Background: an optimization exercise with open tools, aiming at small area, a short achievable clock period and few clock cycles per item. Do not read the settings as production practice. The RTL was checked by simulation tests, not by an equivalence proof against the original design.

**design/flow/config.mk**
```make
export PLATFORM = sky130hd
export DESIGN_NAME = fmd_norm
export DESIGN_NICKNAME = fmd_norm
export VERILOG_FILES = /design/flow/design.v
export SDC_FILE = /design/flow/constraint.sdc
export NUM_CORES = 4
export LEC_CHECK = 0
export CAP_MARGIN = 20
export CORE_MARGIN = 2
export CORE_UTILIZATION = 40
export SLEW_MARGIN = 20
```
**design/flow/constraint.sdc**
```tcl
create_clock -name core_clock -period 40.0 [get_ports {clk}]
set_input_delay 8.0000 -clock core_clock [delete_from_list [all_inputs] [get_ports {clk}]]
set_output_delay 8.0000 -clock core_clock [all_outputs]
set_load 0.01 [all_outputs]
```
**design/flow/design.v**
```verilog
module fmd_norm_fmul (
    input  wire [63:0] a,
    input  wire [63:0] b,
    output wire [63:0] y
);
    wire        sa = a[63];
    wire        sb = b[63];
    wire [10:0] ea = a[62:52];
    wire [10:0] eb = b[62:52];
    wire        sy = sa ^ sb;
    wire [52:0] ma = {(ea != 11'd0), a[51:0]};
    wire [52:0] mb = {(eb != 11'd0), b[51:0]};
    wire [11:0] ka = (ea == 11'd0) ? 12'd1 : {1'b0, ea};
    wire [11:0] kb = (eb == 11'd0) ? 12'd1 : {1'b0, eb};
    wire [105:0] prod = ma * mb;
    reg [6:0] lz;
    integer i;
    always @(*) begin
        lz = 7'd106;
        for (i = 0; i < 106; i = i + 1)
            if (prod[i]) lz = 7'd105 - i[6:0];
    end
    wire [105:0] norm = prod << lz;
    wire signed [14:0] ex = $signed({3'b0, ka}) + $signed({3'b0, kb})
                          - $signed({8'b0, lz}) - 15'sd1022;
    wire signed [14:0] dn  = 15'sd1 - ex;
    wire        subn = (ex < 15'sd1);
    wire [6:0]  dsh  = !subn ? 7'd0 : (dn > 15'sd107) ? 7'd107 : dn[6:0];
    wire [211:0] wide = {norm, 106'b0} >> dsh;
    wire [105:0] den  = wide[211:106];
    wire         lost = |wide[105:0];
    wire [52:0] mant  = den[105:53];
    wire        guard = den[52];
    wire        stick = (|den[51:0]) | lost;
    wire        inc   = guard & (stick | mant[0]);
    wire [10:0] efield = subn ? 11'd1 : ex[10:0];
    wire [62:0] pk = {efield - 11'd1, 52'b0} + {10'b0, mant};
    wire [62:0] rounded = pk + {62'b0, inc};
    wire        iszero = (prod == 106'd0);
    wire        ovf    = (ex > 15'sd2046);
    assign y = iszero ? {sy, 63'b0} :
               ovf    ? {sy, 11'h7FF, 52'b0} :
                        {sy, rounded};
endmodule
module fmd_norm_div (
    input  wire        clk,
    input  wire        rst_n,
    input  wire        start,
    input  wire [63:0] a,
    input  wire [63:0] b,
    input  wire        rnd,      
    output reg         done,
    output reg  [15:0] pcm
);
    localparam integer NBITS = 55;    
    wire [10:0] ea = a[62:52];
    wire [10:0] eb = b[62:52];
    wire [52:0] fa = {(ea != 11'd0), a[51:0]};
    wire [52:0] fb = {(eb != 11'd0), b[51:0]};
    function automatic [5:0] lzc53(input [52:0] v);
        integer i;
        begin
            lzc53 = 6'd53;
            for (i = 0; i < 53; i = i + 1)
                if (v[i]) lzc53 = 6'd52 - i[5:0];
        end
    endfunction
    wire [5:0]  lza = lzc53(fa);
    wire [5:0]  lzb = lzc53(fb);
    wire [52:0] na  = fa << lza;
    wire [52:0] nb  = fb << lzb;
    wire signed [13:0] xa = ((ea == 11'd0) ? 14'sd1 : $signed({3'b0, ea})) - $signed({8'b0, lza});
    wire signed [13:0] xb = ((eb == 11'd0) ? 14'sd1 : $signed({3'b0, eb})) - $signed({8'b0, lzb});
    reg        busy;
    reg [5:0]  cnt;
    reg        sgn;
    reg        rnd_r;
    reg        zero_r;      
    reg        inf_r;       
    reg signed [13:0] ex;   
    reg [53:0] rem;
    reg [52:0] div;
    reg [NBITS-1:0] q;
    reg        fin;         
    wire        q_int  = q[NBITS-1];
    wire [52:0] q_man  = q_int ? q[54:2] : q[53:1];
    wire        q_g    = q_int ? q[1] : q[0];
    wire        q_s    = (q_int ? q[0] : 1'b0) | (rem != 54'd0);
    wire signed [13:0] q_ex = q_int ? ex : ex - 14'sd1;
    wire        q_inc  = q_g & (q_s | q_man[0]);
    wire [53:0] q_sum  = {1'b0, q_man} + {53'd0, q_inc};
    wire [52:0] m_fin  = q_sum[53] ? q_sum[53:1] : q_sum[52:0];
    wire signed [13:0] e_fin = q_sum[53] ? q_ex + 14'sd1 : q_ex;
    wire signed [13:0] k     = e_fin - 14'sd1023;
    wire        huge_v   = (k > 14'sd15) || inf_r;        
    wire        tiny_v = (k < -14'sd1) || zero_r;       
    wire [4:0]  sh    = tiny_v ? 5'd0 : k[4:0] + 5'd1;  
    wire [68:0] xv    = {16'd0, m_fin} << sh;          
    wire [16:0] ipart = {1'b0, xv[68:53]};
    wire        half  = xv[52];
    wire        rest  = |xv[51:0];
    wire        rinc  = !rnd_r & half & (rest | ipart[0]);
    wire [16:0] mag   = ipart + {16'd0, rinc};
    wire [15:0] sat_v = huge_v   ? (sgn ? 16'h8000 : 16'h7FFF) :
                        tiny_v ? 16'h0000 :
                        sgn   ? ((mag > 17'd32768) ? 16'h8000 : 16'(17'd0 - mag)) :
                                ((mag > 17'd32767) ? 16'h7FFF : mag[15:0]);
    always @(posedge clk) begin
        if (!rst_n) begin
            busy <= 1'b0;
            fin  <= 1'b0;
            done <= 1'b0;
        end else begin
            done <= 1'b0;
            if (start) begin
                busy   <= 1'b1;
                fin    <= 1'b0;
                cnt    <= 6'd0;
                sgn    <= a[63] ^ b[63];
                rnd_r  <= rnd;
                zero_r <= (a[62:0] == 63'd0);
                inf_r  <= (ea == 11'h7FF);
                ex     <= xa - xb + 14'sd1023;
                rem    <= {1'b0, na};
                div    <= nb;
                q      <= {NBITS{1'b0}};
            end else if (busy && !fin) begin
                if (rem >= {1'b0, div}) begin
                    rem <= (rem - {1'b0, div}) << 1;
                    q   <= {q[NBITS-2:0], 1'b1};
                end else begin
                    rem <= rem << 1;
                    q   <= {q[NBITS-2:0], 1'b0};
                end
                cnt <= cnt + 6'd1;
                if (cnt == 6'(NBITS - 1)) fin <= 1'b1;
            end else if (busy && fin) begin
                pcm  <= sat_v;
                done <= 1'b1;
                busy <= 1'b0;
                fin  <= 1'b0;
            end
        end
    end
endmodule
module fmd_norm (
    input  wire        clk,
    input  wire        rst_n,
    input  wire        in_valid,
    output wire        in_ready,
    input  wire        in_first,
    input  wire [63:0] in_data,
    input  wire [63:0] in_peak,
    input  wire        in_rnd,
    output wire        out_valid,
    input  wire        out_ready,
    output wire [15:0] out_pcm
);
    localparam [63:0] TEN_THOUSAND = 64'h40C3880000000000;    
    localparam [2:0] S_IDLE = 3'd0,
                     S_MUL  = 3'd1,
                     S_DIV  = 3'd2,
                     S_WAIT = 3'd3,
                     S_OUT  = 3'd4;
    reg [2:0]  state;
    reg [63:0] w_r;
    reg [63:0] peak_r;
    reg        rnd_r;
    reg [63:0] scaled_r;
    reg [15:0] pcm_r;
    wire [63:0] scaled;
    fmd_norm_fmul u_mul (.a(w_r), .b(TEN_THOUSAND), .y(scaled));
    wire        silent = (peak_r[62:0] == 63'd0);
    wire        div_start = (state == S_DIV);
    wire        div_done;
    wire [15:0] div_pcm;
    fmd_norm_div u_div (
        .clk(clk), .rst_n(rst_n),
        .start(div_start), .a(scaled_r), .b(peak_r), .rnd(rnd_r),
        .done(div_done), .pcm(div_pcm)
    );
    assign in_ready  = (state == S_IDLE);
    assign out_valid = (state == S_OUT);
    assign out_pcm   = pcm_r;
    always @(posedge clk) begin
        if (!rst_n) begin
            state <= S_IDLE;
        end else begin
            case (state)
                S_IDLE: if (in_valid) begin
                    w_r <= in_data;
                    if (in_first) begin
                        peak_r <= in_peak;
                        rnd_r  <= in_rnd;
                    end
                    state <= S_MUL;
                end
                S_MUL: begin
                    scaled_r <= scaled;
                    state    <= S_DIV;
                end
                S_DIV: begin
                    if (silent) begin
                        pcm_r <= 16'd0;
                        state <= S_OUT;
                    end else begin
                        state <= S_WAIT;
                    end
                end
                S_WAIT: if (div_done) begin
                    pcm_r <= div_pcm;
                    state <= S_OUT;
                end
                S_OUT: if (out_ready) begin
                    state <= S_IDLE;
                end
                default: state <= S_IDLE;
            endcase
        end
    end
endmodule
```
**design/flow/run.sh**
```bash
#!/bin/bash
# synth_recipe.tcl (not shown) runs the flow's synth.tcl, then flattens the netlist and writes it again
# the make line also repeats each setting of config.mk as NAME=value (left out here)
make -C /OpenROAD-flow-scripts/flow DESIGN_CONFIG=/design/flow/config.mk WORK_HOME=/design/flow/orfs CLKGATE_MAP_FILE= SYNTH_SCRIPT=/design/flow/synth_recipe.tcl finish
```
==> results.yml <==
cells_and_area:
  syn_to_final_growth_pct: 8.36
  fillCellCount: 15700
  drive_above_1_share_pct: 7.08
  fin_util_pct: 43.7
  fin_nets: 8468
yosys:
  syn_area_mm2: 0.0622
  async_flop_share_pct: 0
  synth_edf_count: 411
  ys_types: 143
  avgSynthCellArea_um2: 7.79
  synth_commonest_cells: "nor2_1, nand2_1, inv_1, mux2i_1, a21oi_1"
  ys_warn_count: 3
  synth_seq_cells: 417
  yosys.area.top_type_share_pct: 19.8
  synth_top_area_cell: "edfxtp_1"
  yosysMostFrequentCell: "nor2_1"
  synth_cells: 7991
  synth_seq_area_share_pct: 20.0
  synth_flop_cell: "edfxtp_1"
  yosys-top-cells-area: "edfxtp_1, mux2i_1, ha_1"
  synth_nets: 8577
clocking:
  cts_tree: "done"
  clock_latency_ns: 0.67
  clockBufferDepth: 3
  cts_setup_buffers: 0
  root_buffer: "clkbuf_16"
  cts_num_sinks: 417
  htree_num_levels: 2
  cts-buffers-inserted: 53
  hold_buffers: 0
  clkTransAtPathRegs_ns: 0.07
  cts_resized: 0
place:
  portBuffers: 151
  post-dp-hpwl_mm: 203
  gp_congestion: 1.09
  pre_cts_ws_ns: 21.36
worst_hold_path:
  hold-path-endpoint: "u_div.rnd_r"
  hold_depth: 0
  hp-start: "rnd_r"
  hold_class: "reg -> reg"
global_routing:
  track_usage_pct: 32.3
  grt_remaining_overflow: 0
  grt_max_degree: 114
  grt_pass1_wl_mm: 396
  grt_pass1_vias: 61800
  antenna_found_initial: 11
floorplanning:
  die-area_mm2: 0.159
  fp.coreArea_mm2: 0.154
  die_width_um: 398
  boundaryPins: 152
  die_h_um: 398
  fp-row-count: 144
  initial_core_util_pct: 40.3
timing:
  max_freq_ghz: 0.0525
  setup_viol: 0
  period_needed_ns: 19.05
  max-slew-margin-rel_pct: 14.8
  worst_slack_ns: 20.95
  finalSetupTns_ns: 0
  finClkSkew_ns: 0.0402
  worst_slew_pin_slew_ns: 1.26
  hold_viol_final: 0
  rsz0062_at_grt: "false"
  finalCritPeriodShare_pct: 47.6
  drv_slew: 0
critical_path:
  cp_max_fo: 47
  path_common_cell: "inv_1"
  max_stage_delay_ns: 0.72
  cp.arrival_ns: 19.41
  crit_type: "reg -> reg"
  ff2ff_setup_slack_ns: 20.95
  cp.required_ns: 40.36
  reg2regPathDepth: 60
  r2r_start: "w_r[3]"
  crit_slowest_cell: "o41ai_4"
  start_kind: "flip-flop"
  critPathCaptureType: "flip-flop"
  timing.rr.end: "scaled_r[55]"
detailed_routing:
  routedWlPerCell_um: 26.5
  drt_wl_total_mm: 265
  postRouteAntennaNets: 0
  vias: 65400
  drc: 0
  drtIter0Drc: 8912
  dr.pass1.iters: 9
  viasPerCell: 6.56
status:
  outcome: "no timing/DRC/antenna violations"
run:
  cap_violations: 0
final cells by class:
cell class                 instances  area [um^2]  share of cell area [%]
antenna                            2         5.00                 0.00742
sequential                       417        12500                    18.5
clock buffer                      61         1360                    2.01
multi-input combinational       6399        45200                    67.1
clock inverter                    39          405                   0.601
inverter                         692         2600                    3.86
tap                             2044         2560                    3.79
timing repair buffer             319         2800                    4.15
critical path: cells and delay by family, from the launching register on:
kind	cells	cell delay, ns
buffers and inverters	13	2.82
and+or+nand+nor	14	4.67
DFF	1	0.64
adders and majority gates	9	3.21
xor gates and xnor gates	1	0.55
muxes	3	1.00
AOI/OAI and AO/OA	20	5.67
metrics by stage:
step | hold WS, ns | cells | cell area, um^2
after global routing | 0.471 | 9971 | 67400
after floorplan | 0.400 | 7991 | 62200
after detailed placement | 0.431 | 9870 | 65600
after global placement | 0.428 | 9866 | 65600
after CTS | 0.461 | 9970 | 67400
final | 0.445 | 9973 | 67400
cell families after synthesis:
kind of cell / after synthesis / share of synthesized area, %
AND/OR/NAND/NOR: 2845 / 22.5
AO/OA/AOI/OAI: 2259 / 25.1
buffers and inverters: 1175 / 7.79
multiplexers: 539 / 9.31
adder cells (fa/ha/maj): 452 / 11.0
flip-flops: 417 / 20.0
XOR/XNOR: 304 / 4.30
state kept, by name (all words and copies together), names as in the netlist, 14 cells and up:
signal     count
u_div.pcm     16
w_r           64
u_div.div     53
peak_r        64
u_div.rem     54
u_div.ex      14
u_div.q       55
scaled_r      64
pcm_r         16
cell usage in the layout, fill, tap and decap left out, types with 277 or more instances in the layout:
| cell type | n |
|---|---|
| ha_1 | 291 |
| nor2_1 | 716 |
| inv_1 | 680 |
| edfxtp_1 | 411 |
| nor3_1 | 281 |
| mux2i_1 | 443 |
| o21ai_0 | 409 |
| nand2_1 | 701 |
| nand3_1 | 277 |
| a21oi_1 | 437 |
worst max path at each step:
stage | startpoint | end | slack (ns) | cells after the start
floorplan | w_r[3] | scaled_r[44] | 25.57 | 64
global placement | w_r[3] | scaled_r[55] | 20.43 | 60
detailed placement | w_r[3] | scaled_r[55] | 21.36 | 60
CTS | w_r[3] | scaled_r[55] | 21.22 | 60
global route | w_r[3] | scaled_r[55] | 20.22 | 60
finish | w_r[3] | scaled_r[55] | 20.95 | 60
routing by layer:
metal / global-route usage, % / part of all wire, %
met4: 17.7 / 6.6
met2: 49.9 / 43
met3: 7.27 / 10
met1: 41.6 / 40
met5: 0 / 0.042
Testbench counts, summed over its fixed seeds: cycles 374,784, items 6,144.

## separate check: timing with driven ports
In the flow no input, the clock included, has a driving cell. The finished layout below was timed again as built, in two steps.
Step 1: set_driving_cell puts a clkbuf_16 on clk and a buf_2 on each other input, an assumption about the parent block.
Step 2 adds t to the input delays and takes it off the output delays; t is the mean of the earliest and latest rising clock arrival at the registers after step 1. Input paths then give back, and output paths get back, about the clock's delay inside the block.
a / b / c = ideal ports / drivers / drivers and shift; a / b = the first two.
t (ns): 0.744
slack for setup (ns): 20.954 / 20.954 / 20.954
pins driven straight from the clock port: 1
After both steps setup and hold are still met in this run. The setup slack of this run moves by 0.000 ns with the drivers and by 0.000 ns with both steps.
